This is an optimization exercise on Yosys and OpenROAD, whose aim is small area, a short achievable clock period and few clock cycles per item, not a production implementation. The RTL was checked by simulation tests, not by an equivalence proof against the original design. Power figures rest on the tool's default switching activity, not on a simulated workload.

### run.sh
#!/bin/bash
# synth_recipe.tcl (not shown) runs the flow's synth.tcl, then flattens the netlist and writes it again
# the make line also repeats each setting of config.mk as NAME=value (left out here)
make -C /OpenROAD-flow-scripts/flow DESIGN_CONFIG=/design/flow/config.mk WORK_HOME=/design/flow/orfs CLKGATE_MAP_FILE= SYNTH_SCRIPT=/design/flow/synth_recipe.tcl finish
### config.mk
export PLATFORM = sky130hd
export DESIGN_NAME = hdrs_enc
export DESIGN_NICKNAME = hdrs_enc
export VERILOG_FILES = /design/flow/design.v
export SDC_FILE = /design/flow/constraint.sdc
export NUM_CORES = 4
export LEC_CHECK = 0
export ABC_CLOCK_PERIOD_IN_PS = 4000
export CAP_MARGIN = 20
export CORE_MARGIN = 2
export CORE_UTILIZATION = 65
export PLACE_DENSITY = 0.75
export SETUP_SLACK_MARGIN = 5
export SLEW_MARGIN = 20
export TNS_END_PERCENT = 20
### constraint.sdc
create_clock -name core_clock -period 9.0 [get_ports {clk}]
set_input_delay 1.8000 -clock core_clock [delete_from_list [all_inputs] [get_ports {clk}]]
set_output_delay 1.8000 -clock core_clock [all_outputs]
set_load 0.01 [all_outputs]
### design.v
module hdrs_enc (
    input  wire        clk,
    input  wire        rst,
    input  wire        cmd_valid,
    output wire        cmd_ready,
    input  wire        cmd_op,         
    input  wire        cmd_crc_init,   
    input  wire [4:0]  cmd_nsym,
    input  wire [2:0]  cmd_t4,
    input  wire [6:0]  cmd_t8,
    input  wire        sym_valid,
    output wire        sym_ready,
    input  wire [31:0] sym_data,
    output wire        out_valid,
    input  wire        out_ready,
    output wire [7:0]  out_data,
    output wire        done,
    output wire        done_err,
    output wire [4:0]  done_count,
    output wire [6:0]  done_bytes,
    output wire [31:0] done_crc
);
    localparam OP_REF = 1'b0;
    localparam OP_ENC = 1'b1;
    localparam EP_CRC = 2'd0;    
    localparam EP_BM  = 2'd1;    
    localparam EP_FLD = 2'd2;    
    localparam C_T4  = 2'd0;
    localparam C_T8  = 2'd1;
    localparam C_T32 = 2'd2;
    localparam C_UNC = 2'd3;
    function [31:0] crc_update;
        input [31:0] st;
        input [7:0]  b;
        integer k;
        reg [31:0] c;
        begin
            c = st ^ {24'd0, b};
            for (k = 0; k < 8; k = k + 1)
                c = c[0] ? ((c >> 1) ^ 32'hEDB88320) : (c >> 1);
            crc_update = c;
        end
    endfunction
    function [8:0] carries8;
        input [7:0] g;
        input [7:0] p;
        input       cin;
        reg   [7:0] gg, pp, gn, pn;
        integer i, k;
        begin
            gg = g;
            pp = p;
            for (k = 1; k < 8; k = k * 2) begin
                gn = gg;
                pn = pp;
                for (i = k; i < 8; i = i + 1) begin
                    gn[i] = gg[i] | (pp[i] & gg[i - k]);
                    pn[i] = pp[i] & pp[i - k];
                end
                gg = gn;
                pp = pn;
            end
            carries8[0] = cin;
            for (i = 0; i < 8; i = i + 1)
                carries8[i + 1] = gg[i] | (pp[i] & cin);
        end
    endfunction
    function eq_inc25;
        input [24:0] x;
        input [24:0] y;
        reg   [24:0] t;
        integer i;
        begin
            t[0] = 1'b1;
            for (i = 1; i < 25; i = i + 1)
                t[i] = t[i - 1] & y[i - 1];
            eq_inc25 = ((x ^ y ^ t) == 25'd0);
        end
    endfunction
    function [1:0] tier_of;
        input [8:0] m;
        input [2:0] t4;
        input [6:0] t8;
        reg   [7:0] d;
        reg   [6:0] t4x;
        reg   [8:0] c4le, c4ge, c8le, c8ge;
        reg         in4, in8;
        begin
            d    = m[7:0];
            t4x  = {4'd0, t4};
            c4le = carries8({1'b0, t4x & ~d[6:0]}, {1'b0, t4x ^ ~d[6:0]}, 1'b1);
            c4ge = carries8({1'b0, t4x & d[6:0]},  {1'b0, t4x ^ d[6:0]},  1'b0);
            c8le = carries8({1'b0, t8 & ~d[6:0]},  {1'b0, t8 ^ ~d[6:0]},  1'b1);
            c8ge = carries8({1'b0, t8 & d[6:0]},   {1'b0, t8 ^ d[6:0]},   1'b0);
            in4  = d[7] ? c4ge[7] : c4le[7];
            in8  = d[7] ? c8ge[7] : c8le[7];
            if (m[8] && d == 8'd0)
                tier_of = C_UNC;
            else if (m[8] && in4)
                tier_of = C_T4;
            else if (m[8] && in8)
                tier_of = C_T8;
            else
                tier_of = C_T32;
        end
    endfunction
    reg        p_v, p_op, p_ci;
    reg [4:0]  p_n;
    reg [2:0]  p_t4;
    reg [6:0]  p_t8;
    reg [31:0] s0, s1;
    reg        s_one, s_two;      
    reg        l_v, l_op, l_ci, l_err, l_last;
    reg [4:0]  l_n, l_s, l_cnt;
    reg [2:0]  l_t4;
    reg [6:0]  l_t8;
    reg [15:0] l_bm;
    reg [40:0] ring [0:15];
    reg [1:0]  hc;                
    reg        e_v, e_op, e_err, e_lk, e_last, e_big, e_i0;
    reg        l_s0, compat;          
    reg [1:0]  e_ph;
    reg [4:0]  e_n, e_i, e_cnt;
    reg [2:0]  e_t4;
    reg [6:0]  e_t8;
    reg [15:0] e_bm;
    reg [9:0]  e_bits;
    reg [63:0] acc;
    reg [6:0]  acnt;
    reg        ov;
    reg [5:0]  rf;                
    reg [31:0] crc;
    reg        d_v, d_err, d_fire, d_init, d_rb;
    reg [4:0]  d_cnt;
    reg [6:0]  d_bytes;
    reg [3:0]  d_left;
    wire [40:0] head  = ring[0];
    wire [31:0] hv    = head[31:0];
    wire [7:0]  hd    = head[39:32];
    wire [8:0]  dc8   = carries8(s0[7:0] & ~hv[7:0], ~(s0[7:0] ^ hv[7:0]), 1'b1);
    wire [7:0]  d8    = ~(s0[7:0] ^ hv[7:0]) ^ dc8[7:0];
    wire        b8    = ~dc8[8];
    wire [24:0] s_hi  = {s0[31], s0[31:8]};
    wire [24:0] v_hi  = {hv[31], hv[31:8]};
    wire        hi_eq = (s_hi == v_hi);
    wire        hi_p1 = eq_inc25(s_hi, v_hi);
    wire        hi_m1 = eq_inc25(v_hi, s_hi);
    wire        dh_0  = b8 ? hi_p1 : hi_eq;     
    wire        dh_m1 = b8 ? hi_eq : hi_m1;     
    wire        fit8  = d8[7] ? dh_m1 : dh_0;   
    wire        l_chg = (s0 != hv);
    reg [33:0] fld;
    reg [5:0]  fw;
    reg        room;
    always @(*) begin
        fld  = 34'd0;
        fw   = 6'd0;
        room = 1'b1;
        if (e_ph == EP_BM) begin
            fld = {e_bm, 18'd0};
            if (e_big)      begin fw = 6'd16; room = rf[3]; end
            else            begin fw = 6'd8;  room = rf[1]; end
        end else if (e_op == OP_REF) begin
            fld  = {hv, 2'b00};
            fw   = 6'd32;
            room = rf[4];
        end else begin
            case (hc)
                C_T4:  begin fld = {2'b00, hd[3:0], 28'd0}; fw = 6'd6;  room = rf[0]; end
                C_T8:  begin fld = {2'b01, hd, 24'd0};      fw = 6'd10; room = rf[2]; end
                C_T32: begin fld = {2'b10, hv};             fw = 6'd34; room = rf[5]; end
                default: begin fld = 34'd0;                 fw = 6'd0;  room = 1'b1;  end
            endcase
        end
    end
    wire       d_free   = !d_v || d_fire;
    wire       e_fld    = e_v && !e_err && (e_ph == EP_FLD);
    wire       e_can    = room && (!e_last || d_free);
    wire       l_go     = l_v && !l_err;
    wire       cand     = e_fld && e_i0 && l_go && l_s0 && compat;
    wire       tog      = e_fld && (e_lk || cand);
    wire   l_step   = s_one && l_go && (tog ? e_can : !e_v);
    wire   e_fstep  = e_fld && e_can && (tog ? s_one : 1'b1);
    wire   e_bstep  = e_v && !e_err && (e_ph == EP_BM) && room;
    wire   e_app    = e_fstep || e_bstep;
    wire   e_done   = e_fstep && e_last;
    wire   e_edone  = e_v && e_err && d_free;
    wire   l_done   = l_v && (l_err ? !e_v : (l_step && l_last));
    wire   shift    = l_step || e_fstep;
    assign out_valid = ov;
    assign out_data  = acc[63:56];
    wire   out_fire  = ov && out_ready;
    wire [63:0] acc_a  = e_app ? (acc | ({fld, 30'd0} >> acnt)) : acc;
    wire [7:0]  k_sum  = {1'b0, acnt} + {2'd0, fw};
    wire        k_frac = (k_sum[2:0] != 3'd0);
    wire [6:0]  k_app  = k_sum[6:0];
    wire [6:0]  k_end  = {k_sum[6:3] + {3'd0, k_frac}, 3'd0};
    wire [6:0]  k_sel  = e_done ? k_end : e_app ? k_app : acnt;
    wire [6:0]  k_app8 = {k_sum[6:3] - 4'd1, k_sum[2:0]};
    wire [6:0]  k_end8 = {k_frac ? k_sum[6:3] : k_sum[6:3] - 4'd1, 3'd0};
    wire [6:0]  acnt8  = {acnt[6:3] - 4'd1, acnt[2:0]};
    wire [6:0]  k_sel8 = e_done ? k_end8 : e_app ? k_app8 : acnt8;
    wire [6:0]  cnt_n  = out_fire ? k_sel8 : k_sel;
    wire [9:0]  bits_n = e_bits + {4'd0, fw};
    function [5:0] room_flags;
        input [6:0] k;
        begin
            room_flags = {k <= 7'd30, k <= 7'd32, k <= 7'd48, k <= 7'd54, k <= 7'd56, k <= 7'd58};
        end
    endfunction
    function [5:0] room_flags_end;
        input [6:0] k;
        begin
            room_flags_end = {k <= 7'd24, k <= 7'd32, k <= 7'd48, k <= 7'd48, k <= 7'd56, k <= 7'd56};
        end
    endfunction
    function [5:0] room_flags8;
        input [6:0] k;
        begin
            room_flags8 = {k <= 7'd38, k <= 7'd40, k <= 7'd56, k <= 7'd62, k <= 7'd64, k <= 7'd66};
        end
    endfunction
    function [5:0] room_flags_end8;
        input [6:0] k;
        begin
            room_flags_end8 = {k <= 7'd32, k <= 7'd40, k <= 7'd56, k <= 7'd56, k <= 7'd64, k <= 7'd64};
        end
    endfunction
    wire [5:0]  rf_e0 = room_flags_end(k_sum[6:0]);
    wire [5:0]  rf_e8 = room_flags_end8(k_sum[6:0]);
    wire [5:0]  rf_a0 = room_flags(k_sum[6:0]);
    wire [5:0]  rf_a8 = room_flags8(k_sum[6:0]);
    wire [5:0]  rf_k0 = room_flags(acnt),   rf_k8 = room_flags8(acnt);
    wire [5:0]  rf_s0 = e_done ? rf_e0 : e_app ? rf_a0 : rf_k0;
    wire [5:0]  rf_s8 = e_done ? rf_e8 : e_app ? rf_a8 : rf_k8;
    wire [5:0]  rf_n  = out_fire ? rf_s8 : rf_s0;
    wire        ov_s0 = e_done ? (k_sum != 8'd0) : e_app ? (k_sum >= 8'd8)  : (acnt >= 7'd8);
    wire        ov_s8 = e_done ? (k_sum >= 8'd9) : e_app ? (k_sum >= 8'd16) : (acnt >= 7'd16);
    wire        ov_n  = out_fire ? ov_s8 : ov_s0;
    assign cmd_ready = !p_v;
    wire cmd_fire = cmd_valid && !p_v;
    wire p_take   = p_v && (!l_v || l_done);
    assign sym_ready = !s_two;
    wire sym_fire = sym_valid && !s_two;
    assign done       = d_fire;
    assign done_err   = d_err;
    assign done_count = d_cnt;
    assign done_bytes = d_bytes;
    assign done_crc   = ~crc;
    integer i;
    wire        l_act = l_go && (tog || !e_v);    
    wire [4:0]  ins_n = l_act ? l_n : e_n;
    wire [3:0]  ins   = ins_n[3:0] - 4'd1;
    wire [40:0] tail  = l_act ? {fit8, d8, s0} : head;
    always @(posedge clk) begin
        if (shift) begin
            for (i = 0; i < 15; i = i + 1)
                ring[i] <= (ins == i) ? tail : ring[i + 1];
            ring[15] <= tail;
        end
        if (shift)
            hc <= tier_of(ring[1][40:32], e_t4, e_t8);
        else
            hc <= tier_of(ring[0][40:32], e_t4, e_t8);
    end
    always @(posedge clk) begin
        if (!s_one || l_step)
            s0 <= s_two ? s1 : sym_data;
        if (!s_two)
            s1 <= sym_data;
    end
    always @(posedge clk) begin
        if (rst) begin
            p_v    <= 1'b0;
            s_one  <= 1'b0;
            s_two  <= 1'b0;
            l_v    <= 1'b0;
            e_v    <= 1'b0;
            e_lk   <= 1'b0;
            d_v    <= 1'b0;
            d_fire <= 1'b0;
            d_init <= 1'b0;
            acc    <= 64'd0;
            acnt   <= 7'd0;
            ov     <= 1'b0;
            rf     <= 6'b111111;
            crc    <= 32'hFFFFFFFF;
        end else begin
            if (cmd_fire) begin
                p_v  <= 1'b1;
                p_op <= cmd_op;
                p_ci <= cmd_crc_init;
                p_n  <= cmd_nsym;
                p_t4 <= cmd_t4;
                p_t8 <= cmd_t8;
            end else if (p_take) begin
                p_v <= 1'b0;
            end
            if (sym_fire && !l_step) begin
                s_one <= 1'b1;
                s_two <= s_one;
            end else if (l_step && !sym_fire) begin
                s_one <= s_two;
                s_two <= 1'b0;
            end
            if (l_step) begin
                l_s0   <= 1'b0;
                l_s    <= l_s + 5'd1;
                l_last <= (l_s + 5'd2 == l_n);
                if (l_op == OP_ENC) begin
                    l_bm[~l_s[3:0]] <= l_chg;
                    if (l_chg)
                        l_cnt <= l_cnt + 5'd1;
                end
            end
            if (l_done || !l_v) begin
                l_v    <= p_v;
                l_op   <= p_op;
                l_ci   <= p_ci;
                l_n    <= p_n;
                l_t4   <= p_t4;
                l_t8   <= p_t8;
                l_err  <= (p_n == 5'd0) || (p_n > 5'd16);
                l_s    <= 5'd0;
                l_s0   <= 1'b1;
                compat <= l_done ? (p_n >= l_n) : (p_n >= e_n);
                l_last <= (p_n == 5'd1);
                l_cnt  <= 5'd0;
                l_bm   <= 16'd0;
            end
            if (e_app)
                e_bits <= bits_n;
            if (e_fstep) begin
                e_i0   <= 1'b0;
                e_i    <= e_i + 5'd1;
                e_last <= (e_i + 5'd2 == e_n);
                if (tog)
                    e_lk <= 1'b1;
            end
            if (e_bstep)
                e_ph <= EP_FLD;
            if (e_v && !e_err && e_ph == EP_CRC && acnt == 7'd0 && d_free) begin
                crc  <= 32'hFFFFFFFF;
                e_ph <= (e_op == OP_ENC) ? EP_BM : EP_FLD;
            end
            if (e_done || e_edone) begin
                e_v  <= 1'b0;
                e_lk <= 1'b0;
            end
            if (l_done) begin
                e_v    <= 1'b1;
                e_lk   <= 1'b0;
                e_op   <= l_op;
                e_err  <= l_err;
                e_n    <= l_n;
                e_big  <= (l_n > 5'd8);
                e_t4   <= l_t4;
                e_t8   <= l_t8;
                e_i    <= 5'd0;
                e_i0   <= 1'b1;
                e_last <= (l_n == 5'd1);
                e_bits <= 10'd0;
                e_cnt  <= (l_op == OP_ENC) ? l_cnt + {4'd0, l_step && l_chg} : 5'd0;
                e_bm   <= l_bm;
                if (l_step && l_op == OP_ENC)
                    e_bm[~l_s[3:0]] <= l_chg;
                e_ph   <= l_ci ? EP_CRC : (l_op == OP_ENC) ? EP_BM : EP_FLD;
            end
            acc  <= out_fire ? {acc_a[55:0], 8'd0} : acc_a;
            acnt <= cnt_n;
            ov   <= ov_n;
            rf   <= rf_n;
            if (out_fire)
                crc <= crc_update(crc, acc[63:56]);
            if (e_done || e_edone) begin
                d_v     <= 1'b1;
                d_init  <= !e_err;
                d_err   <= e_err;
                d_cnt   <= e_err ? 5'd0 : e_cnt;
                d_bytes <= e_err ? 7'd0 : bits_n[9:3];
                d_rb    <= !e_err && (bits_n[2:0] != 3'd0);
                d_fire  <= e_err;
            end else if (d_init) begin
                d_init  <= 1'b0;
                d_bytes <= d_bytes + {6'd0, d_rb};
                d_left  <= acnt[6:3] - {3'd0, out_fire};
                d_fire  <= (acnt[6:3] == {3'd0, out_fire});
            end else if (d_fire) begin
                d_v    <= 1'b0;
                d_fire <= 1'b0;
            end else if (out_fire && d_v) begin
                d_left <= d_left - 4'd1;
                d_fire <= (d_left == 4'd1);
            end
        end
    end
endmodule
==> results.yml, run 1 <==
sta:
  finalHoldViolCount: 0
  slew_headroom_pct: 23.92
  fin_crit_ns: 3.986
  period_share_pct: 44.28
  finClkSkew_ns: 0.05081
  finalSetupViolations: 0
  rsz0062_at_grt: "true"
  slew_violations: 0
  fin_setup_tns_ns: 0
  max_freq_ghz: 0.2509
  setup_ws_ns: 5.014
  worst_pin_slew_ns: 1.137
global_routing:
  grt_max_degree: 156
  grt-ovfl-total: 0
  antenna_found_initial: 0
  track_usage_pct: 32.24
  grt_pass1_wl_mm: 188.0
  grt_pass1_vias: 32800
clock_network:
  clock-root-buffer: "clkbuf_16"
  cts_tree: "built"
  h-tree-depth: 3
  cts-hold-fix-buffers: 0
  clockBufferDepth: 3
  worstSkewPairLatency_ns: 0.69
  clock-sinks: 979
  clk_pin_slew_ns: 0.06
  cts_buffers: 99
place:
  io_buffers: 110
  dpl.cell_count: 5264
  dp_hpwl_mm: 70.50
  place_congestion: 0.9501
  place_ws_ns: 4.112
floorplan:
  initial_utilization_pct: 65.34
  rows: 99
  core_um2: 72590
  die_width_um: 274.1
  dieArea_um2: 75140
  die_h_um: 274.1
  io_pins: 111
drt:
  firstDrtPassIters: 8
  via_count: 35440
  antenna_left: 0
  vias_per_cell: 6.462
  wl_mm: 125.3
  wl_per_cell_um: 22.85
  drt_iter0_markers: 4201
  drc_errors: 0
final_layout:
  drive_gt1_share_pct: 9.059
  fillers: 5185
  insertedDiodeCount: 0
  area_growth_pct: 12.02
  postLayoutCoreUtil_pct: 73.20
  num-nets-final: 4591
  fin_cells: 5485
synthesis:
  ys.flop_type: "edfxtp_1"
  syn_nets: 4606
  ys_types: 86
  ys_seq_area_share_pct: 58.78
  syn_area_um2: 47430
  synth_top_cell_area_share_pct: 52.36
  async_flop_share_pct: 0
  avgSynthCellArea_um2: 10.65
  netlist_instances: 4454
  synth_area_leaders: "edfxtp_1 52%, dfxtp_1 6.4%, o21ai_0 5.1%, nand2_1 4.5%, nor2_1 3.4%"
  synth_top_area_cell: "edfxtp_1"
  ys_seq_elements: 979
  ys_warn_count: 2
  synth_edf_count: 827
power:
  p_leak_nw: 19.42
  ir_drop_mv: 0.2756
  p_per_area_nw_per_um2: 205.6
  power_mw: 10.93
worst_hold_path:
  hold_path_class: "register to register"
critical_path:
  critPathMaxFanout: 33
  endpoint_kind: "register"
  critPathKind: "input pin to register"
  critPathTopFamily: "buffers and inverters"
  crit_slowest_cell: "inv_2"
  arrival_ns: 4.54
  slowest_delay_ns: 0.50
  worstPathCellList: "clkdlybuf4s50_1 > nand2_2 > inv_2 > buf_4 > nand2b_2 > a21o_1 > o21ai_0 > a21oi_1"
  crit_buf_inv: 3
  cp_data_required_time_ns: 9.56
  startpoint_type: "input pin"
flow_run:
  timing.max_cap.violations: 0
run_status:
  status: "finished clean"
## Yosys cell counts (14+ instances only)
cell type,count
a21oi_1,321
xnor2_1,124
and2_1,19
a21o_1,15
a22oi_1,23
o22ai_1,34
nand4_1,18
ha_1,96
mux2_2,54
inv_1,155
xor2_1,42
and3_1,17
a311oi_1,14
clkbuf_1,286
a211oi_1,56
a221oi_1,27
o21bai_1,37
nand2_1,568
nor2b_1,29
mux4_2,14
nor4_1,22
nor2_1,434
nand2b_1,35
nand3_1,68
a22o_1,21
nand3b_1,15
a31oi_1,27
buf_1,22
o211ai_1,16
mux2i_1,69
nor3b_1,15
nor3_1,87
dfxtp_1,152
or3_1,15
o21ai_0,487
edfxtp_1,827
## area by class of cell
type / instances / area, µm² / share of cell area (%)
Sequential cell: 979 / 27880 / 52.48
Clock buffer: 150 / 2800 / 5.270
Clock inverter: 38 / 451.7 / 0.8501
Multi-Input combinational cell: 3009 / 18390 / 34.61
Tap cell: 959 / 1200 / 2.258
Inverter: 163 / 613.1 / 1.154
Timing Repair Buffer: 187 / 1797 / 3.382
## power by group
group	switching, mW	internal [mW]	total, mW	leakage [nW]
Sequential	0.126	5.07	5.20	8.80
Combinational	0.990	0.638	1.63	9.08
Clock	1.76	2.34	4.10	1.55
Total	2.88	8.04	10.9	19.4
## cells by family (layout without fill, tap and decap cells)
logic type / count (synthesis) / in the layout / share of synthesized area [%]
AOI/OAI and AO/OA: 1208 / 1208 / 15.40
muxes: 137 / 137 / 3.403
buffers and inverters: 485 / 538 / 3.946
adders and majority gates: 98 / 98 / 2.617
and+or+nand+nor: 1381 / 1400 / 12.80
DFF: 979 / 979 / 58.78
xor gates and xnor gates: 166 / 166 / 3.065
## worst paths after layout
path | startpoint | end | slack (ns) | depth (start not counted)
setup / recovery | out_ready | rf[0] | 5.01 | 8
hold / removal | l_t8[3] | e_t8[3] | 0.41 | 0
setup reg to reg | e_err | ring[9][5] | 5.06 | 9
hold reg to reg | l_t8[3] | e_t8[3] | 0.41 | 0
## sequential cells by signal, indices dropped and copies added (netlist names), 7 cells and up
| name | flops |
|---|---|
| acc | 64 |
| crc | 32 |
| d_bytes | 7 |
| e_bits | 9 |
| e_bm | 16 |
| e_t8 | 7 |
| l_bm | 16 |
| l_t8 | 7 |
| p_t8 | 7 |
| ring | 656 |
| s0 | 32 |
| s1 | 32 |
## placed cells by master, fill, tap and decap left out, types with 19 or more instances in the layout
cell type	Yosys	layout
a211oi_1	56	56
a21oi_1	321	311
a221oi_1	27	26
a22o_1	21	21
a22oi_1	23	22
a31oi_1	27	27
and2_1	19	19
buf_4	11	61
clkbuf_1	286	39
clkbuf_16	0	100
clkdlybuf4s50_1	0	109
dfxtp_1	152	149
edfxtp_1	827	827
ha_1	96	96
inv_1	155	154
mux2_2	54	54
mux2i_1	69	60
nand2_1	568	559
nand2b_1	35	34
nand3_1	68	61
nor2_1	434	430
nor2b_1	29	27
nor3_1	87	84
nor4_1	22	22
o21ai_0	487	485
o21bai_1	37	37
o22ai_1	34	34
xnor2_1	124	123
xor2_1	42	39
## routing by layer
layer | vias up | global-route usage (%) | routed length (µm)
met5 | - | 0 | 0
met4 | 0 | 12.84 | 5400
met3 | 303 | 5.062 | 10260
met2 | 1631 | 52.06 | 59230
met1 | 17340 | 44.13 | 50440
li1 | 16170 | - | -
## through the flow
step / cell area [µm²] / hold WS, ns
after detailed placement: 49170 / 0.4045
after global routing: 53130 / 0.4186
final: 53130 / 0.4109
after floorplan: 47480 / 0.4003
after global placement: 49150 / 0.4035
after CTS: 52720 / 0.4121
## worst reg2reg max path, stage by stage (launching register included)
cell	delay [ns]
edfxtp_1	0.58
and4bb_2	0.34
o221ai_4	0.19
buf_8	0.39
mux2i_4	0.49
xnor2_1	0.21
buf_6	0.39
nand3_4	0.61
nand2_1	0.29
o21ai_0	0.14
## timing repair
item	CTS	global route
pin swaps	8	3
gates cloned	12	7
hold endpoints to repair	0	0
gates resized for setup	35	29
buffers inserted	3	7
setup endpoints to repair	1174	1157
Testbench counts, summed over its fixed seeds: cycles 13,589, symbols 9,235.
==> inputs of run 2 (changes only) <==
==> flow/run.sh (new file) <==
#!/bin/bash
# The standard layout, with adders left to ABC as plain gates instead of mapped to
# the platform's full/half adder cells (ADDER_MAP_FILE empty). Synthesis is otherwise
# the standard one, so the registers are the standard synthesis's.
set -euo pipefail
bash standard.sh ADDER_MAP_FILE= finish > standard.log 2>&1
==> standard.sh (new file) <==
#!/bin/bash
# synth_recipe.tcl (not shown) runs the flow's synth.tcl, then flattens the netlist and writes it again
# the make line also repeats each setting of config.mk as NAME=value (left out here)
make -C /OpenROAD-flow-scripts/flow DESIGN_CONFIG=/design/flow/config.mk WORK_HOME=/design/flow/orfs CLKGATE_MAP_FILE= SYNTH_SCRIPT=/design/flow/synth_recipe.tcl "${@:-finish}"
--- a/config.mk
+++ b/config.mk
@@ -5,7 +5,7 @@
 export SDC_FILE = /design/flow/constraint.sdc
 export NUM_CORES = 4
 export LEC_CHECK = 0
-export ABC_CLOCK_PERIOD_IN_PS = 4000
+export ABC_CLOCK_PERIOD_IN_PS = 2500
 export CAP_MARGIN = 20
 export CORE_MARGIN = 2
 export CORE_UTILIZATION = 65
removed: run.sh
==> run 2 against run 1 <==
- sequential share of layout area increased by 0.97 points
- worst setup slack got worse by 0.10 ns
- final cell count decreased by 0.84%
- sequential cell count unchanged
- sequential power increased by 0.8%
- non-clock buffer count increased by 15
- synthesized cell count about the same
- global-route usage decreased by 2.1 points
- core utilization decreased by 0.23 points
- via count decreased by 3.8%
- combinational power increased by 4%
==> results.yml, run 2 <==
clock_network:
  clock-root-buffer: "clkbuf_16"
  cts_tree: "built"
  cts-hold-fix-buffers: 0
  clockBufferDepth: 3
  clock-sinks: 979
  clk_pin_slew_ns: 0.06
  cts_buffers: 98
  h-tree-depth: 3
  worstSkewPairLatency_ns: 0.68
drt:
  via_count: 34080
  wl_per_cell_um: 20.83
  antenna_left: 0
  drc_errors: 0
  vias_per_cell: 6.266
  firstDrtPassIters: 6
  wl_mm: 113.3
  drt_iter0_markers: 3911
final_layout:
  drive_gt1_share_pct: 9.648
  multiInputGateArea_um2: 17410
  area_growth_pct: 11.23
  final_cell_mix: "827 x edfxtp_1, 612 x nor2_1, 480 x a21oi_1, 392 x nand2_1, 341 x o21ai_0"
  num-nets-final: 4459
  design_area_um2: 52160
  largest-register: "ring"
  ff_latch_area_um2: 27880
  largestRegisters: "ring x656, acc x64"
  fillers: 5064
  largest_reg_flops: 656
  final_common_cell: "edfxtp_1"
place:
  io_buffers: 110
  dp_hpwl_mm: 70.25
  placed_area_um2: 48630
  place_congestion: 0.9641
sta:
  finClkSkew_ns: 0.03048
  finalSetupViolations: 0
  worst_pin_slew_ns: 1.091
  max_freq_ghz: 0.2446
  finalHoldViolCount: 0
  slew_headroom_pct: 26.94
  period_share_pct: 45.42
  rsz0062_at_grt: "true"
  slew_violations: 0
  fin_crit_ns: 4.088
floorplan:
  die_h_um: 272.6
  dieArea_um2: 74310
  rows: 98
  initial_utilization_pct: 65.60
  io_pins: 111
  die_width_um: 272.6
  core_um2: 71490
synthesis:
  ys_warn_count: 2
  ys_seq_area_share_pct: 59.45
  syn_area_um2: 46890
  yosys-top-cells-count: "827 x edfxtp_1, 621 x nor2_1, 486 x a21oi_1, 394 x nand2_1, 342 x o21ai_0"
  avgSynthCellArea_um2: 10.53
  netlist_instances: 4455
  synthMostInstantiatedCell: "edfxtp_1"
  ys_seq_elements: 979
  synth_area_leaders: "edfxtp_1 53%, dfxtp_1 6.5%, a21oi_1 5.2%, nor2_1 5.0%, o21ai_0 3.7%"
  ys.flop_type: "edfxtp_1"
  async_flop_share_pct: 0
  syn_nets: 4509
  synth_edf_count: 827
  synth_top_cell_area_share_pct: 52.96
  ys_types: 92
  synth_top_area_cell: "edfxtp_1"
critical_path:
  critPathKind: "register to primary output"
  crit_slowest_cell: "clkdlybuf4s50_1"
  slowest_delay_ns: 0.55
  cp_data_required_time_ns: 7.20
  endpoint_kind: "primary output"
  arrival_ns: 2.29
  worstPathCellList: "buf_4 > inv_1 > clkdlybuf4s50_1"
  critPathTopFamily: "buffers and inverters"
  startpoint_type: "register"
  crit_buf_inv: 3
  critPathMaxFanout: 34
power:
  p_leak_nw: 18.35
  power_mw: 11.08
  ir_drop_mv: 0.2916
  p_per_area_nw_per_um2: 212.5
global_routing:
  antenna_found_initial: 0
  busiest_layer: "met2"
  grt-ovfl-total: 0
  track_usage_pct: 30.10
  grt_max_degree: 189
  use_met2_pct: 49.62
  grt_pass1_wl_mm: 176.8
  grtUsageMet3_pct: 4.314
  grt_pass1_vias: 31970
  met1_usage_pct: 40.92
run_status:
  status: "finished clean"
worst_hold_path:
  hold_path_class: "register to register"
flow_run:
  timing.max_cap.violations: 0
-- run 2: cell count changes after synthesis, sizes merged, moves of 59 or more --
cell / delta
nand2: -174
mux2: +59
o21ai: -124
ha: -96
nor2: +187
a21oi: +164
-- run 2: worst register-to-register path, delay by kind of cell, from the launching register on --
kind            cells  cell delay [ns]
buf+inv             2             1.12
simple gates        5             1.10
mux                 2             0.85
flops               1             0.59
compound gates      1             0.15
-- run 2: where the power goes --
| part | internal [mW] | switching [mW] | total [mW] |
|---|---|---|---|
| clock network | 2.38 | 1.76 | 4.15 |
| registers | 5.09 | 0.145 | 5.24 |
| logic | 0.676 | 1.02 | 1.70 |
-- run 2: kinds of logic after synthesis --
kind of cell | after synthesis | share of synthesized area (%)
AO/OA/AOI/OAI | 1177 | 14.59
flip-flops | 979 | 59.45
XOR/XNOR | 176 | 3.287
multiplexers | 185 | 4.544
buffers and inverters | 482 | 4.010
adder cells (fa/ha/maj) | 20 | 0.4269
AND/OR/NAND/NOR | 1436 | 13.70
-- run 2: area by class of cell --
class	instances	area share [%]
Sequential cell	979	53.45
Multi-Input combinational cell	2997	33.37
Clock buffer	120	5.054
Timing Repair Buffer	202	3.627
Tap cell	950	2.279
Clock inverter	63	1.283
Inverter	126	0.9140
Timing Repair inverter	1	0.01439
Antenna cell	1	0.004798
-- run 2: path summary, 6_finish.rpt --
kind,start,to,slack [ns],cells after the start
hold reg to reg,p_t4[0],l_t4[0],0.42,0
setup / recovery,s_two,sym_ready,4.91,3
setup reg to reg,e_ph[0],ring[12][35],4.96,10
hold / removal,p_t4[0],l_t4[0],0.42,0
-- run 2: stage by stage --
| step | setup slack [ns] | hold slack, ns | std cells | TNS (ns) | utilization, % |
|---|---|---|---|---|---|
| 2_1_floorplan | -9.754 | 0.4003 | 4455 | -6069.23 | - |
| 3_3_place_gp | 4.369 | 0.4012 | 5242 | 0 | 68.00 |
| 3_5_place_dp | 4.366 | 0.4045 | 5242 | 0 | 68.02 |
| 4_1_cts | 4.864 | 0.4171 | 5433 | 0 | 72.76 |
| 5_1_grt | 4.787 | 0.4213 | 5438 | 0 | 72.96 |
| 6_report | 4.912 | 0.4165 | 5439 | 0 | 72.96 |
-- run 2: layer usage --
metal | part of all wire [%] | vias up
li1 | - | 16010
met1 | 41 | 16490
met2 | 49 | 1324
met3 | 6.7 | 265
met4 | 3.5 | 0
met5 | 0 | -
-- run 2: timing repair --
action                     in CTS  in global routing
gates resized for setup         7                  9
buffers inserted                4                  3
setup endpoints to repair     582                647
gates cloned                    4                  1
pin swaps                       1                  0
==> inputs of run 3 (changes only) <==
--- a/config.mk
+++ b/config.mk
@@ -5,7 +5,7 @@
 export SDC_FILE = /design/flow/constraint.sdc
 export NUM_CORES = 4
 export LEC_CHECK = 0
-export ABC_CLOCK_PERIOD_IN_PS = 2500
+export ABC_CLOCK_PERIOD_IN_PS = 3000
 export CAP_MARGIN = 20
 export CORE_MARGIN = 2
 export CORE_UTILIZATION = 65
==> run 3 against run 2 <==
- non-clock buffer count unchanged
- synthesized area unchanged
- power unchanged
- clock skew unchanged
- synthesized cell count unchanged
- sequential share of layout area unchanged
- sequential cell count unchanged
- register-to-register slack about the same
- critical path type unchanged
- largest power group unchanged
==> results.yml, run 3 <==
run_status:
  status: "finished clean"
synthesis:
  synth_top_area_cell: "edfxtp_1"
  netlist_instances: 4455
  synth-simple-area-share_pct: 13.70
  avgSynthCellArea_um2: 10.53
  synth_top_family_by_area: "compound AO/OA/AOI/OAI gates"
  synth_area_leaders: "edfxtp_1 53%, dfxtp_1 6.5%, a21oi_1 5.2%, nor2_1 5.0%, o21ai_0 3.7%"
  ys_types: 92
  synthMuxAreaShare_pct: 4.544
  ys.flop_type: "edfxtp_1"
  ys_warn_count: 2
  synth_top_cell_area_share_pct: 52.96
  ys_seq_area_share_pct: 59.45
  syn_nets: 4509
  synth_edf_count: 827
  async_flop_share_pct: 0
  ys_seq_elements: 979
  synth_xor_area_share_pct: 3.287
  yosys-top-cells-count: "827 x edfxtp_1, 621 x nor2_1, 486 x a21oi_1, 394 x nand2_1, 342 x o21ai_0"
  synth_compound_area_share_pct: 14.59
  syn_area_um2: 46890
  synthMostInstantiatedCell: "edfxtp_1"
  synthAdderAreaFrac_pct: 0.4269
clock_network:
  h-tree-depth: 3
  worstSkewPairLatency_ns: 0.68
  cts_tree: "built"
  clk_pin_slew_ns: 0.06
  cts-hold-fix-buffers: 0
  clock-root-buffer: "clkbuf_16"
  cts_buffers: 98
  clock-sinks: 979
  clockBufferDepth: 3
flow_run:
  timing.max_cap.violations: 0
drt:
  wl_per_cell_um: 20.83
  firstDrtPassIters: 6
  vias_per_cell: 6.266
  wl_mm: 113.3
  drc_errors: 0
  antenna_left: 0
  via_count: 34080
  drt_iter0_markers: 3911
power:
  p_seq_share_pct: 47.2
  ir_drop_mv: 0.2916
  p_leak_nw: 18.35
  p_per_area_nw_per_um2: 212.5
  p_int_mw: 8.151
  p_sw_share_pct: 26.45
  comb_power_share_pct: 15.3
  p_clk_share_pct: 37.4
  power_mw: 11.08
  p_switching_mw: 2.931
sta:
  worst_pin_slew_ns: 1.091
  finalSetupViolations: 0
  slew_headroom_pct: 26.94
  slew_violations: 0
  rsz0062_at_grt: "true"
  finalHoldViolCount: 0
  fin_crit_ns: 4.088
  finClkSkew_ns: 0.03048
  fin_setup_tns_ns: 0
  period_share_pct: 45.42
  max_freq_ghz: 0.2446
  holdWs_ns: 0.4165
floorplan:
  io_pins: 111
  initial_utilization_pct: 65.60
  dieArea_um2: 74310
  rows: 98
  die_width_um: 272.6
  core_um2: 71490
  die_h_um: 272.6
place:
  io_buffers: 110
  dp_hpwl_mm: 70.25
  place_congestion: 0.9641
final_layout:
  final_common_cell: "edfxtp_1"
  largest_reg_flops: 656
  final_cell_mix: "827 x edfxtp_1, 612 x nor2_1, 480 x a21oi_1, 392 x nand2_1, 341 x o21ai_0"
  postLayoutCoreUtil_pct: 72.96
  fillers: 5064
  area_growth_pct: 11.23
  drive_gt1_share_pct: 9.648
  largest-register: "ring"
  num-nets-final: 4459
  largestRegisters: "ring x656, acc x64"
critical_path:
  worstPathCellList: "buf_4 > inv_1 > clkdlybuf4s50_1"
  cp_data_required_time_ns: 7.20
  reg2reg_to: "ring[12][35]"
  endpoint_kind: "primary output"
  critPathKind: "register to primary output"
  rrSetupSlack_ns: 4.96
  reg2reg_depth: 10
  slowest_delay_ns: 0.55
  r2r-start: "e_ph[0]"
  critPathMaxFanout: 34
  crit_slowest_cell: "clkdlybuf4s50_1"
  startpoint_type: "register"
  arrival_ns: 2.29
global_routing:
  grt_pass1_vias: 31970
  grt-ovfl-total: 0
  grt_pass1_wl_mm: 176.8
  track_usage_pct: 30.10
  grt_max_degree: 189
  antenna_found_initial: 0
worst_hold_path:
  hold_path_class: "register to register"
  min_from: "p_t4[0]"
  min_to: "l_t4[0]"
  min_path_cells: 0
-- run 3: cell counts in the layout (fill, tap and decap cells not counted) --
Identical to the previous run, type by type.
-- run 3: timing repair --
item,CTS,global route
resized for setup,7,9
endpoints found under the setup margin,582,647
gates cloned,4,1
pin swaps,1,0
setup buffers,4,3
-- run 3: final cells by class --
cell class	count	area, µm²	area share (%)
antenna	1	2.502	0.004798
multi-input combinational	2997	17410	33.37
timing repair buffer	202	1892	3.627
clock inverter	63	669.4	1.283
sequential	979	27880	53.45
inverter	126	476.7	0.9140
clock buffer	120	2636	5.054
timing repair inverter	1	7.507	0.01439
tap	950	1189	2.279
-- run 3: critical path: cells and delay by family (launching register included) --
family,cells,cell delay [ns]
buf+inv,3,1.29
flops,1,0.32
-- run 3: how the worst max path moves through the flow --
stage | end | startpoint | cells after the start | slack, ns
after CTS | acnt[5] | e_ph[0] | 9 | 4.86
after detailed placement | rf[0] | out_ready | 7 | 4.37
final | sym_ready | s_two | 3 | 4.91
after global routing | ring[1][40] | e_ph[0] | 10 | 4.79
after global placement | rf[0] | out_ready | 7 | 4.37
after floorplan | hc[0] | e_err | 9 | -9.75
-- run 3: stage by stage --
step                      cells  instance area [µm²]  worst slack (ns)
after floorplan            4455                46970            -9.754
after global placement     5242                48610             4.369
after detailed placement   5242                48630             4.366
after CTS                  5433                52010             4.864
after global routing       5438                52160             4.787
final                      5439                52160             4.912
-- run 3: layer usage --
layer	part of all wire [%]	vias to the layer above	GRT usage (%)
met3	6.7	265	4.314
met5	0	-	0
met4	3.5	0	11.36
li1	-	16010	-
met1	41	16490	40.92
met2	49	1324	49.62
-- run 3: power groups by stage --
stage                     clock [mW]  sequential [mW]  combinational [mW]
after floorplan                    0             5.29                1.24
after global placement             0             5.32                1.63
after detailed placement           0             5.33                1.65
after CTS                       4.20             5.23                1.67
after global routing            4.36             5.25                1.85
final                           4.15             5.24                1.70
-- run 3: cell families (layout without fill, tap and decap cells) --
group	count (synthesis)	after routing
adders and majority gates	20	20
AOI/OAI and AO/OA	1177	1177
other	0	1
DFF	979	979
and+or+nand+nor	1436	1439
buffers and inverters	482	512
muxes	185	185
xor gates and xnor gates	176	176
==> inputs of run 4 (changes only) <==
--- a/config.mk
+++ b/config.mk
@@ -5,7 +5,7 @@
 export SDC_FILE = /design/flow/constraint.sdc
 export NUM_CORES = 4
 export LEC_CHECK = 0
-export ABC_CLOCK_PERIOD_IN_PS = 3000
+export ABC_CLOCK_PERIOD_IN_PS = 4000
 export CAP_MARGIN = 20
 export CORE_MARGIN = 2
 export CORE_UTILIZATION = 65
==> run 4 against run 3 <==
- global-route usage is the same
- clock power is essentially flat
- die area is the same
- highest routed layer unchanged
==> results.yml, run 4 <==
run_status:
  status: "finished clean"
power:
  p_switching_mw: 2.931
  ir_drop_mv: 0.2916
  p_seq_share_pct: 47.2
  p_int_mw: 8.151
  comb_power_share_pct: 15.3
  p_leak_nw: 18.35
  p_sw_share_pct: 26.45
  p_per_area_nw_per_um2: 212.5
  p_clk_share_pct: 37.4
  power_mw: 11.08
floorplan:
  dieArea_um2: 74310
  io_pins: 111
  initial_utilization_pct: 65.60
  rows: 98
  core_um2: 71490
  die_h_um: 272.6
  die_width_um: 272.6
synthesis:
  synth_compound_area_share_pct: 14.59
  async_flop_share_pct: 0
  syn_nets: 4509
  netlist_instances: 4455
  synth_xor_area_share_pct: 3.287
  synth_area_leaders: "edfxtp_1 53%, dfxtp_1 6.5%, a21oi_1 5.2%, nor2_1 5.0%, o21ai_0 3.7%"
  ys_warn_count: 2
  synth_top_family_by_area: "compound AO/OA/AOI/OAI gates"
  synthMuxAreaShare_pct: 4.544
  ys.flop_type: "edfxtp_1"
  synth_top_cell_area_share_pct: 52.96
  synth-simple-area-share_pct: 13.70
  ys_seq_area_share_pct: 59.45
  synth_edf_count: 827
  synthAdderAreaFrac_pct: 0.4269
  ys_types: 92
  synth_top_area_cell: "edfxtp_1"
  syn_area_um2: 46890
  avgSynthCellArea_um2: 10.53
  synthMostInstantiatedCell: "edfxtp_1"
  ys_seq_elements: 979
  yosys-top-cells-count: "827 x edfxtp_1, 621 x nor2_1, 486 x a21oi_1, 394 x nand2_1, 342 x o21ai_0"
sta:
  period_share_pct: 45.42
  rsz0062_at_grt: "true"
  fin_crit_ns: 4.088
  finalSetupViolations: 0
  slew_violations: 0
  slew_headroom_pct: 26.94
  finClkSkew_ns: 0.03048
  max_freq_ghz: 0.2446
  worst_pin_slew_ns: 1.091
  finalHoldViolCount: 0
final_layout:
  area_growth_pct: 11.23
  num-nets-final: 4459
  largestRegisters: "ring x656, acc x64"
  fillers: 5064
  final_cell_mix: "827 x edfxtp_1, 612 x nor2_1, 480 x a21oi_1, 392 x nand2_1, 341 x o21ai_0"
  largest_reg_flops: 656
  final_common_cell: "edfxtp_1"
  drive_gt1_share_pct: 9.648
  largest-register: "ring"
  postLayoutCoreUtil_pct: 72.96
  design_area_um2: 52160
global_routing:
  track_usage_pct: 30.10
  grt_pass1_vias: 31970
  grt-ovfl-total: 0
  grt_pass1_wl_mm: 176.8
  grt_max_degree: 189
  antenna_found_initial: 0
clock_network:
  h-tree-depth: 3
  cts_tree: "built"
  clockBufferDepth: 3
  clk_pin_slew_ns: 0.06
  clock-sinks: 979
  clock-root-buffer: "clkbuf_16"
  worstSkewPairLatency_ns: 0.68
  cts_buffers: 98
drt:
  drc_errors: 0
  wl_mm: 113.3
  firstDrtPassIters: 6
  antenna_left: 0
  via_count: 34080
  wl_per_cell_um: 20.83
  drt_iter0_markers: 3911
  vias_per_cell: 6.266
critical_path:
  startpoint_type: "register"
  cp_data_required_time_ns: 7.20
  critPathMaxFanout: 34
  arrival_ns: 2.29
  slowest_delay_ns: 0.55
  crit_slowest_cell: "clkdlybuf4s50_1"
  worstPathCellList: "buf_4 > inv_1 > clkdlybuf4s50_1"
  critPathKind: "register to primary output"
  endpoint_kind: "primary output"
flow_run:
  timing.max_cap.violations: 0
place:
  io_buffers: 110
  dp_hpwl_mm: 70.25
  place_congestion: 0.9641
  placed_area_um2: 48630
worst_hold_path:
  hold_path_class: "register to register"
-- run 4: power by group through the flow --
| stage | clock network, mW | registers (mW) | logic [mW] |
|---|---|---|---|
| CTS | 4.20 | 5.23 | 1.67 |
| detailed placement | 0 | 5.33 | 1.65 |
| global route | 4.36 | 5.25 | 1.85 |
| finish | 4.15 | 5.24 | 1.70 |
| global placement | 0 | 5.32 | 1.63 |
| floorplan | 0 | 5.29 | 1.24 |
-- run 4: per-layer routing --
layer / routed length (µm) / vias to the layer above / global-route usage (%)
met4: 3990 / 0 / 11.36
li1: - / 16010 / -
met2: 55100 / 1324 / 49.62
met5: 0 / - / 0
met1: 46640 / 16490 / 40.92
met3: 7560 / 265 / 4.314
-- run 4: layout make-up --
type | instances | area [µm²] | share of cell area [%]
diodes | 1 | 2.502 | 0.004798
clock buffers | 120 | 2636 | 5.054
clock inverters | 63 | 669.4 | 1.283
inverters | 126 | 476.7 | 0.9140
multi-input cells | 2997 | 17410 | 33.37
flip-flops and latches | 979 | 27880 | 53.45
well taps | 950 | 1189 | 2.279
repair buffers | 202 | 1892 | 3.627
repair inverters | 1 | 7.507 | 0.01439
-- run 4: metrics by stage --
stage | TNS (ns) | hold WS, ns | cells | worst slack (ns)
floorplan | -6069.23 | 0.4003 | 4455 | -9.754
global placement | 0 | 0.4012 | 5242 | 4.369
detailed placement | 0 | 0.4045 | 5242 | 4.366
CTS | 0 | 0.4171 | 5433 | 4.864
global route | 0 | 0.4213 | 5438 | 4.787
finish | 0 | 0.4165 | 5439 | 4.912
-- run 4: worst max-delay path: cells and delay by family, from the launching register on --
family                 cells  cell delay [ns]
DFF                        1             0.32
buffers and inverters      3             1.29
-- run 4: path summary, 6_finish.rpt --
path / from / depth (start not counted) / to / slack (ns)
worst max-delay path: s_two / 3 / sym_ready / 4.91
worst min-delay path: p_t4[0] / 0 / l_t4[0] / 0.42
worst max register to register: e_ph[0] / 10 / ring[12][35] / 4.96
worst min register to register: p_t4[0] / 0 / l_t4[0] / 0.42
-- run 4: cell families after synthesis --
family | Yosys count
XOR/XNOR | 176
multiplexers | 185
buffers and inverters | 482
AO/OA/AOI/OAI | 1177
AND/OR/NAND/NOR | 1436
flip-flops | 979
adder cells (fa/ha/maj) | 20
-- run 4: what timing repair did --
| action | CTS | global route |
|---|---|---|
| pin swaps | 1 | 0 |
| buffers inserted | 4 | 3 |
| setup endpoints to repair | 582 | 647 |
| gates cloned | 4 | 1 |
| resized for setup | 7 | 9 |
| hold buffers | 0 | 0 |
==> inputs of run 5 (changes only) <==
--- a/design.v
+++ b/design.v
@@ -110,6 +110,7 @@
     reg [6:0]  p_t8;
     reg [31:0] s0, s1;
     reg        s_one, s_two;      
+    reg        s_rdy;             
     reg        l_v, l_op, l_ci, l_err, l_last;
     reg [4:0]  l_n, l_s, l_cnt;
     reg [2:0]  l_t4;
@@ -240,7 +241,7 @@
     assign cmd_ready = !p_v;
     wire cmd_fire = cmd_valid && !p_v;
     wire p_take   = p_v && (!l_v || l_done);
-    assign sym_ready = !s_two;
+    assign sym_ready = s_rdy;
     wire sym_fire = sym_valid && !s_two;
     assign done       = d_fire;
     assign done_err   = d_err;
@@ -274,6 +275,7 @@
             p_v    <= 1'b0;
             s_one  <= 1'b0;
             s_two  <= 1'b0;
+            s_rdy  <= 1'b1;
             l_v    <= 1'b0;
             e_v    <= 1'b0;
             e_lk   <= 1'b0;
@@ -299,9 +301,11 @@
             if (sym_fire && !l_step) begin
                 s_one <= 1'b1;
                 s_two <= s_one;
+                s_rdy <= !s_one;
             end else if (l_step && !sym_fire) begin
                 s_one <= s_two;
                 s_two <= 1'b0;
+                s_rdy <= 1'b1;
             end
             if (l_step) begin
                 l_s0   <= 1'b0;
--- a/config.mk
+++ b/config.mk
@@ -8,8 +8,8 @@
 export ABC_CLOCK_PERIOD_IN_PS = 4000
 export CAP_MARGIN = 20
 export CORE_MARGIN = 2
-export CORE_UTILIZATION = 65
-export PLACE_DENSITY = 0.75
+export CORE_UTILIZATION = 75
+export PLACE_DENSITY = 0.85
 export SETUP_SLACK_MARGIN = 5
 export SLEW_MARGIN = 20
 export TNS_END_PERCENT = 20
==> run 5 against run 4 <==
- highest routed layer is now met5
- combinational power decreased by 9%
- largest power group unchanged
- critical path depth rose by 8
- final cell count fell by 1.5%
- sequential power about the same
- clock power shrank 1%
- sequential share of layout area down 0.36 points
- synthesized cell count grew 1.1%
- power fell by 1.6%
- still clean
- clock skew rose by 0.0098 ns
- sequential cell count rose by 1
==> results.yml, run 5 <==
clock_network:
  clockBufferDepth: 3
  clock-root-buffer: "clkbuf_16"
  cts_buffers: 96
  clock-sinks: 980
  cts-hold-fix-buffers: 0
  worstSkewPairLatency_ns: 0.68
  clk_pin_slew_ns: 0.06
  cts_tree: "built"
  h-tree-depth: 3
global_routing:
  track_usage_pct: 35.30
  antenna_found_initial: 6
  grt_pass1_wl_mm: 183.4
  grt-ovfl-total: 0
  grt_max_degree: 152
  grt_pass1_vias: 33850
drt:
  wl_per_cell_um: 22.36
  drc_errors: 0
  wl_mm: 119.8
  firstDrtPassIters: 6
  vias_per_cell: 6.705
  drt_iter0_markers: 4943
  via_count: 35930
  antenna_left: 0
critical_path:
  critPathLaunch: "e_ph[0]"
  reg2reg_to: "e_i[3]"
  crit_end: "e_i[3]"
  reg2reg_depth: 11
  cp_data_required_time_ns: 9.30
  arrival_ns: 4.38
  startpoint_type: "register"
  rrSetupSlack_ns: 4.92
  critPathMaxFanout: 39
  r2r-start: "e_ph[0]"
  critPathKind: "register to register"
  endpoint_kind: "register"
final_layout:
  largest_reg_flops: 656
  largestRegisters: "ring x656, acc x64"
  final_cell_mix: "827 x edfxtp_1, 678 x nand2_1, 633 x o21ai_0, 332 x nor2_1, 179 x a21oi_1"
  fillers: 3460
  num-nets-final: 4484
  drive_gt1_share_pct: 9.357
  postLayoutCoreUtil_pct: 83.61
  final_common_cell: "edfxtp_1"
  area_growth_pct: 10.45
  largest-register: "ring"
synthesis:
  synth_edf_count: 827
  avgSynthCellArea_um2: 10.57
  synthMuxAreaShare_pct: 4.389
  ys_seq_area_share_pct: 58.64
  synthMostInstantiatedCell: "edfxtp_1"
  yosys-top-cells-count: "827 x edfxtp_1, 688 x nand2_1, 633 x o21ai_0, 337 x nor2_1, 250 x clkbuf_1"
  async_flop_share_pct: 0
  syn_nets: 4557
  synth_compound_area_share_pct: 15.06
  syn_area_um2: 47580
  synth_top_family_by_area: "compound AO/OA/AOI/OAI gates"
  netlist_instances: 4503
  synth-simple-area-share_pct: 13.99
  ys_warn_count: 2
  ys.flop_type: "edfxtp_1"
  synth_top_area_cell: "edfxtp_1"
  ys_seq_elements: 980
  synth_xor_area_share_pct: 3.348
  synthAdderAreaFrac_pct: 0.4681
  synth_area_leaders: "edfxtp_1 52%, o21ai_0 6.7%, dfxtp_1 6.4%, nand2_1 5.4%, nor2_1 2.7%"
  synth_top_cell_area_share_pct: 52.20
  ys_types: 103
floorplan:
  initial_utilization_pct: 75.70
  core_um2: 62850
  die_width_um: 255.9
  die_h_um: 255.9
  dieArea_um2: 65460
  io_pins: 111
  rows: 92
sta:
  worst_pin_slew_ns: 1.122
  setup_ws_ns: 4.925
  fin_crit_ns: 4.075
  fin_setup_tns_ns: 0
  rsz0062_at_grt: "true"
  finalSetupViolations: 0
  max_freq_ghz: 0.2454
  finalHoldViolCount: 0
  period_share_pct: 45.28
  slew_headroom_pct: 24.67
  holdWs_ns: 0.4030
  finClkSkew_ns: 0.04030
  slew_violations: 0
flow_run:
  timing.max_cap.violations: 0
place:
  io_buffers: 110
  place_congestion: 0.9742
  dp_hpwl_mm: 70.38
  place_ws_ns: 4.147
worst_hold_path:
  hold_path_class: "register to register"
power:
  ir_drop_mv: 0.2114
  p_per_area_nw_per_um2: 207.5
  p_leak_nw: 18.96
run_status:
  status: "finished clean"
## run 5: what timing repair did
action,CTS,global route
resized for setup,8,11
pin swaps,2,2
setup endpoints to repair,852,935
setup buffers,4,4
hold endpoints to repair,0,0
gates cloned,5,2
## run 5: worst min path at each step
stage                 start      end  depth (start not counted)
finish              p_t4[0]  l_t4[0]                          0
CTS                 p_t4[0]  l_t4[0]                          0
detailed placement  p_t8[4]  l_t8[4]                          0
floorplan           l_t4[0]  e_t4[0]                          0
global route        p_t4[0]  l_t4[0]                          0
global placement    p_t4[2]  l_t4[2]                          0
## run 5: cell families after synthesis
logic type / Yosys count
compound gates: 1198
xor+xnor: 181
fa+ha+maj: 22
buf+inv: 476
flops: 980
mux: 176
simple gates: 1470
## run 5: report_power, final
| group | leakage, nW | internal (mW) | switching [mW] | total, mW |
|---|---|---|---|---|
| registers | 8.81 | 5.10 | 0.149 | 5.25 |
| clock network | 1.60 | 2.36 | 1.75 | 4.11 |
| logic | 8.55 | 0.612 | 0.934 | 1.55 |
| total | 19.0 | 8.07 | 2.83 | 10.9 |
## run 5: layout make-up
| class | instances | area, µm² | area share [%] |
|---|---|---|---|
| Antenna cell | 2 | 5.005 | 0.009524 |
| Clock buffer | 135 | 2761 | 5.255 |
| Clock inverter | 43 | 516.7 | 0.9834 |
| Inverter | 120 | 454.2 | 0.8643 |
| Multi-Input combinational cell | 3050 | 18060 | 34.38 |
| Sequential cell | 980 | 27900 | 53.10 |
| Tap cell | 846 | 1059 | 2.014 |
| Timing Repair Buffer | 180 | 1777 | 3.381 |
| Timing Repair inverter | 2 | 10.01 | 0.01905 |
## run 5: critical path: stages (launching register included)
cell and delay [ns]:
edfxtp_1 0.55, nor2b_2 0.22, buf_4 0.28, a2111oi_2 0.43
o22ai_2 0.25, a2111oi_4 0.36, buf_4 0.19, a21oi_1 0.08
nand2b_1 0.39, inv_2 0.40, nor2_1 0.09, nor2_1 0.45
## run 5: stage by stage
stage | cells | total power [mW] | area [µm²]
6_report | 5358 | 10.90 | 52550
4_1_cts | 5343 | 10.87 | 52260
3_5_place_dp | 5156 | 6.816 | 48830
2_1_floorplan | 4503 | 6.413 | 47610
3_3_place_gp | 5156 | 6.777 | 48800
5_1_grt | 5356 | 11.22 | 52540
## run 5: per-layer routing
metal | wire length [µm] | vias up | part of all wire (%) | track usage, %
met2 | 57480 | 2060 | 48 | 56.70
li1 | - | 16180 | - | -
met4 | 5944 | 6 | 5.0 | 17.74
met3 | 10830 | 403 | 9.0 | 5.664
met5 | 36 | - | 0.030 | 0
met1 | 45510 | 17280 | 38 | 47.31
Testbench counts of run 5, summed over its fixed seeds: cycles 13,589, symbols 9,235.
==> inputs of run 6 (changes only) <==
--- a/config.mk
+++ b/config.mk
@@ -8,8 +8,8 @@
 export ABC_CLOCK_PERIOD_IN_PS = 4000
 export CAP_MARGIN = 20
 export CORE_MARGIN = 2
-export CORE_UTILIZATION = 75
-export PLACE_DENSITY = 0.85
+export CORE_UTILIZATION = 65
+export PLACE_DENSITY = 0.75
 export SETUP_SLACK_MARGIN = 5
 export SLEW_MARGIN = 20
 export TNS_END_PERCENT = 20
==> run 6 against run 5 <==
- synthesized cell count unchanged
- non-clock buffer count is 5 higher
- worst setup slack improved by 0.12 ns
- wire length shrank 7.2%
- largest cell class unchanged
==> results.yml, run 6 <==
run_status:
  status: "finished clean"
power:
  p_seq_share_pct: 47.9
  p_sw_share_pct: 25.71
  p_clk_share_pct: 38.1
  p_switching_mw: 2.809
  ir_drop_mv: 0.2653
  p_int_mw: 8.118
  p_leak_nw: 19.00
  p_per_area_nw_per_um2: 207.2
  comb_power_share_pct: 14.0
sta:
  max_freq_ghz: 0.2525
  period_share_pct: 44.00
  finClkSkew_ns: 0.03570
  rsz0062_at_grt: "true"
  fin_setup_tns_ns: 0
  slew_violations: 0
  fin_crit_ns: 3.960
  worst_pin_slew_ns: 1.134
  setup_ws_ns: 5.040
  slew_headroom_pct: 22.46
  finalSetupViolations: 0
  finalHoldViolCount: 0
drt:
  vias_per_cell: 6.234
  firstDrtPassIters: 6
  wl_mm: 111.1
  drt_iter0_markers: 4014
  drc_errors: 0
  antenna_left: 0
  via_count: 34160
  wl_per_cell_um: 20.28
place:
  io_buffers: 110
  place_ws_ns: 4.208
  dp_hpwl_mm: 68.54
  place_congestion: 0.9532
synthesis:
  synth_xor_area_share_pct: 3.348
  synthAdderAreaFrac_pct: 0.4681
  avgSynthCellArea_um2: 10.57
  synthMuxAreaShare_pct: 4.389
  ys_seq_area_share_pct: 58.64
  synth-simple-area-share_pct: 13.99
  netlist_instances: 4503
  ys_seq_elements: 980
  ys.flop_type: "edfxtp_1"
  synth_area_leaders: "edfxtp_1 52%, o21ai_0 6.7%, dfxtp_1 6.4%, nand2_1 5.4%, nor2_1 2.7%"
  ys_types: 103
  async_flop_share_pct: 0
  syn_area_um2: 47580
  synth_top_area_cell: "edfxtp_1"
  synth_compound_area_share_pct: 15.06
  synth_edf_count: 827
  yosys-top-cells-count: "827 x edfxtp_1, 688 x nand2_1, 633 x o21ai_0, 337 x nor2_1, 250 x clkbuf_1"
  synth_top_cell_area_share_pct: 52.20
  syn_nets: 4557
  ys_warn_count: 2
  synth_top_family_by_area: "compound AO/OA/AOI/OAI gates"
  synthMostInstantiatedCell: "edfxtp_1"
floorplan:
  die_width_um: 274.5
  io_pins: 111
  initial_utilization_pct: 65.43
  dieArea_um2: 75370
  die_h_um: 274.5
  core_um2: 72710
  rows: 99
final_layout:
  insertedDiodeCount: 0
  num-nets-final: 4489
  final_cell_mix: "827 x edfxtp_1, 678 x nand2_1, 632 x o21ai_0, 332 x nor2_1, 181 x a21oi_1"
  largest_reg_flops: 656
  postLayoutCoreUtil_pct: 72.53
  area_growth_pct: 10.85
  final_common_cell: "edfxtp_1"
  drive_gt1_share_pct: 9.047
  largest-register: "ring"
  largestRegisters: "ring x656, acc x64"
clock_network:
  clock-sinks: 980
  clk_pin_slew_ns: 0.06
  cts_buffers: 101
  clockBufferDepth: 3
  h-tree-depth: 3
  cts-hold-fix-buffers: 0
  worstSkewPairLatency_ns: 0.68
  clock-root-buffer: "clkbuf_16"
  cts_tree: "built"
global_routing:
  track_usage_pct: 29.24
  grt_pass1_vias: 31680
  grt-ovfl-total: 0
  antenna_found_initial: 0
  grt_max_degree: 182
  grt_pass1_wl_mm: 174.4
critical_path:
  endpoint_kind: "register"
  cp_data_required_time_ns: 9.39
  critPathKind: "register to register"
  arrival_ns: 4.35
  critPathMaxFanout: 82
  startpoint_type: "register"
flow_run:
  timing.max_cap.violations: 0
worst_hold_path:
  hold_path_class: "register to register"
## run 6: per-layer routing
layer	part of all wire [%]	track usage [%]
met3	6.2	3.980
met2	48	47.58
met1	42	39.98
met5	0	0
met4	3.9	12.11
## run 6: stage by stage
stage          instances  hold slack, ns  instance area, µm²  power (mW)
2_1_floorplan       4503          0.4003               47610       6.413
3_3_place_gp        5269          0.4035               48950       6.788
3_5_place_dp        5270          0.4045               49000       6.811
4_1_cts             5463          0.4135               52450       10.94
5_1_grt             5480          0.4267               52740       11.29
6_report            5480          0.4151               52740       10.93
## run 6: path summary, 6_finish.rpt
check          start           to  slack [ns]  cells past startpoint
max            e_err  ring[7][40]        5.04                     10
min          l_t8[0]      e_t8[0]        0.42                      0
max reg2reg    e_err  ring[7][40]        5.04                     10
min reg2reg  l_t8[0]      e_t8[0]        0.42                      0
## run 6: critical path, stage by stage, from the launching register on
cell      delay (ns)
edfxtp_1        0.57
nor3b_1         0.31
nand2_1         0.21
o21a_2          0.35
nor2_4          0.11
buf_4           0.48
mux2_2          0.48
o21ai_4         0.08
buf_4           0.70
mux2i_1         0.30
a31oi_2         0.05
## run 6: layout make-up
class	count	area, µm²
Timing Repair Buffer	185	1848
Clock buffer	150	2893
Clock inverter	39	450.4
Multi-Input combinational cell	3047	17990
Sequential cell	980	27900
Tap cell	959	1200
Inverter	120	454.2
Fill cell	5232	19980
## run 6: logic make-up (layout without fill, tap and decap cells)
logic type,count (synthesis),after routing
flip-flops,980,980
adder cells (fa/ha/maj),22,22
AND/OR/NAND/NOR,1470,1470
multiplexers,176,176
AO/OA/AOI/OAI,1198,1198
XOR/XNOR,181,181
buffers and inverters,476,494
## run 6: power by group through the flow
stage          Sequential (mW)  Combinational [mW]  Clock (mW)
2_1_floorplan             5.29                1.13           0
3_3_place_gp              5.32                1.46           0
3_5_place_dp              5.33                1.48           0
4_1_cts                   5.24                1.50        4.20
5_1_grt                   5.26                1.66        4.38
6_report                  5.24                1.53        4.16
## run 6: what timing repair did
action,4_1_cts,5_1_grt
setup buffers,2,11
endpoints found under the hold margin,0,0
cloned,2,1
resized for setup,6,2
pin swaps,1,0
setup endpoints to repair,628,299
==> inputs of run 7 (changes only) <==
--- a/config.mk
+++ b/config.mk
@@ -5,11 +5,10 @@
 export SDC_FILE = /design/flow/constraint.sdc
 export NUM_CORES = 4
 export LEC_CHECK = 0
-export ABC_CLOCK_PERIOD_IN_PS = 4000
 export CAP_MARGIN = 20
 export CORE_MARGIN = 2
 export CORE_UTILIZATION = 65
 export PLACE_DENSITY = 0.75
 export SETUP_SLACK_MARGIN = 5
 export SLEW_MARGIN = 20
-export TNS_END_PERCENT = 20
+export TNS_END_PERCENT = 5
==> run 7 against run 6 <==
- still clean
- sequential share of layout area unchanged
- global-route usage unchanged
- first-iteration DRC count unchanged
- clock-buffer cell count unchanged
- non-clock buffer count unchanged
- worst setup slack unchanged
==> results.yml, run 7 <==
run_status:
  status: "finished clean"
drt:
  via_count: 34160
  antenna_left: 0
  drc_errors: 0
  firstDrtPassIters: 6
  wl_per_cell_um: 20.28
  drt_iter0_markers: 4014
  vias_per_cell: 6.234
  wl_mm: 111.1
sta:
  slew_headroom_pct: 22.46
  rsz0062_at_grt: "true"
  finClkSkew_ns: 0.03570
  max_freq_ghz: 0.2525
  slew_violations: 0
  period_share_pct: 44.00
  fin_crit_ns: 3.960
  worst_pin_slew_ns: 1.134
  finalSetupViolations: 0
  finalHoldViolCount: 0
synthesis:
  synth_top_cell_area_share_pct: 52.20
  avgSynthCellArea_um2: 10.57
  synth_area_leaders: "edfxtp_1 52%, o21ai_0 6.7%, dfxtp_1 6.4%, nand2_1 5.4%, nor2_1 2.7%"
  ys.flop_type: "edfxtp_1"
  ys_types: 103
  syn_nets: 4557
  ys_warn_count: 2
  ys_seq_area_share_pct: 58.64
  async_flop_share_pct: 0
  synth_top_area_cell: "edfxtp_1"
  synth_edf_count: 827
  synthMostInstantiatedCell: "edfxtp_1"
  syn_area_um2: 47580
  ys_seq_elements: 980
  netlist_instances: 4503
  yosys-top-cells-count: "827 x edfxtp_1, 688 x nand2_1, 633 x o21ai_0, 337 x nor2_1, 250 x clkbuf_1"
place:
  io_buffers: 110
  place_congestion: 0.9532
  dp_hpwl_mm: 68.54
  dpl.cell_count: 5270
final_layout:
  drive_gt1_share_pct: 9.047
  area_growth_pct: 10.85
  largestRegisters: "ring x656, acc x64"
  num-nets-final: 4489
  final_cell_mix: "827 x edfxtp_1, 678 x nand2_1, 632 x o21ai_0, 332 x nor2_1, 181 x a21oi_1"
  insertedDiodeCount: 0
  fillers: 5232
  fin_cells: 5480
  largest_reg_flops: 656
  final_common_cell: "edfxtp_1"
  largest-register: "ring"
critical_path:
  endpoint_kind: "register"
  r2r-start: "e_err"
  cp_data_required_time_ns: 9.39
  critPathMaxFanout: 82
  reg2reg_depth: 10
  reg2reg_to: "ring[7][40]"
  critPathKind: "register to register"
  startpoint_type: "register"
  rrSetupSlack_ns: 5.04
  arrival_ns: 4.35
global_routing:
  grtUsageMet3_pct: 3.980
  met1_usage_pct: 39.98
  use_met2_pct: 47.58
  busiest_layer: "met2"
  grt_pass1_vias: 31680
  grt_max_degree: 182
  track_usage_pct: 29.24
  antenna_found_initial: 0
  grt-ovfl-total: 0
  grt_pass1_wl_mm: 174.4
power:
  p_switching_mw: 2.809
  ir_drop_mv: 0.2653
  power_mw: 10.93
  comb_power_share_pct: 14.0
  p_seq_share_pct: 47.9
  p_clk_share_pct: 38.1
  p_leak_nw: 19.00
  p_sw_share_pct: 25.71
  p_int_mw: 8.118
  p_per_area_nw_per_um2: 207.2
floorplan:
  die_h_um: 274.5
  rows: 99
  die_width_um: 274.5
  io_pins: 111
  core_um2: 72710
  dieArea_um2: 75370
  initial_utilization_pct: 65.43
clock_network:
  h-tree-depth: 3
  worstSkewPairLatency_ns: 0.68
  clock-root-buffer: "clkbuf_16"
  cts-hold-fix-buffers: 0
  clk_pin_slew_ns: 0.06
  cts_buffers: 101
  clockBufferDepth: 3
  clock-sinks: 980
  cts_tree: "built"
worst_hold_path:
  min_to: "e_t8[0]"
  hold_path_class: "register to register"
  min_path_cells: 0
  min_from: "l_t8[0]"
flow_run:
  timing.max_cap.violations: 0
-- run 7: cells by family (layout without fill, tap and decap cells) --
group | after synthesis | in the layout | share of synthesized area [%]
AOI/OAI and AO/OA | 1198 | 1198 | 15.06
DFF | 980 | 980 | 58.64
adders and majority gates | 22 | 22 | 0.4681
buffers and inverters | 476 | 494 | 4.108
and+or+nand+nor | 1470 | 1470 | 13.99
xor gates and xnor gates | 181 | 181 | 3.348
muxes | 176 | 176 | 4.389
-- run 7: worst max-delay path, stage by stage, from the launching register on --
cell,delay [ns]
edfxtp_1,0.57
nor3b_1,0.31
nand2_1,0.21
o21a_2,0.35
nor2_4,0.11
buf_4,0.48
mux2_2,0.48
o21ai_4,0.08
buf_4,0.70
mux2i_1,0.30
a31oi_2,0.05
-- run 7: per-layer routing --
| metal | up-vias | wire, µm |
|---|---|---|
| met5 | - | 0 |
| met3 | 261 | 6944 |
| li1 | 16200 | - |
| met4 | 0 | 4311 |
| met1 | 16480 | 46720 |
| met2 | 1228 | 53160 |
-- run 7: power groups by stage --
stage / Clock, mW / Combinational (mW) / Sequential (mW)
final: 4.16 / 1.53 / 5.24
after global routing: 4.38 / 1.66 / 5.26
after CTS: 4.20 / 1.50 / 5.24
after detailed placement: 0 / 1.48 / 5.33
after global placement: 0 / 1.46 / 5.32
after floorplan: 0 / 1.13 / 5.29
-- run 7: worst max-delay path by stage --
stage	cells after the start	from	end	slack, ns
global placement	9	e_op	ring[4][13]	4.22
floorplan	7	hc[0]	ring[0][0]	-2.68
detailed placement	9	e_op	ring[5][16]	4.21
CTS	9	e_err	ring[14][40]	5.06
finish	10	e_err	ring[7][40]	5.04
global route	10	e_err	ring[7][40]	4.86
-- run 7: repair_timing --
item	CTS	global route
cloned	2	1
pin swaps	1	0
gates resized for setup	6	2
endpoints found under the setup margin	628	299
buffers inserted	2	11
-- run 7: area by class of cell --
class	instances	area [µm²]	area share, %
sequential	980	27900	52.90
multi-input combinational	3047	17990	34.12
clock buffer	150	2893	5.485
timing repair buffer	185	1848	3.504
tap	959	1200	2.275
inverter	120	454.2	0.8613
clock inverter	39	450.4	0.8541
-- run 7: per-stage QoR --
step / setup TNS [ns] / utilization [%] / cell area, µm² / hold slack (ns) / worst slack, ns
floorplan: -1756.93 / - / 47610 / 0.4003 / -2.678
global placement: 0 / 67.33 / 48950 / 0.4035 / 4.216
detailed placement: 0 / 67.39 / 49000 / 0.4045 / 4.208
CTS: 0 / 72.13 / 52450 / 0.4135 / 5.061
global route: 0 / 72.53 / 52740 / 0.4267 / 4.863
finish: 0 / 72.53 / 52740 / 0.4151 / 5.040

Check on run 7: ideal ports give 5.040 ns setup slack; a clkbuf_16 on the clock port and buf_2 on the inputs give 5.040 ns; moving port delays by the midpoint clock arrival (0.734 ns) as well gives 4.457 ns.
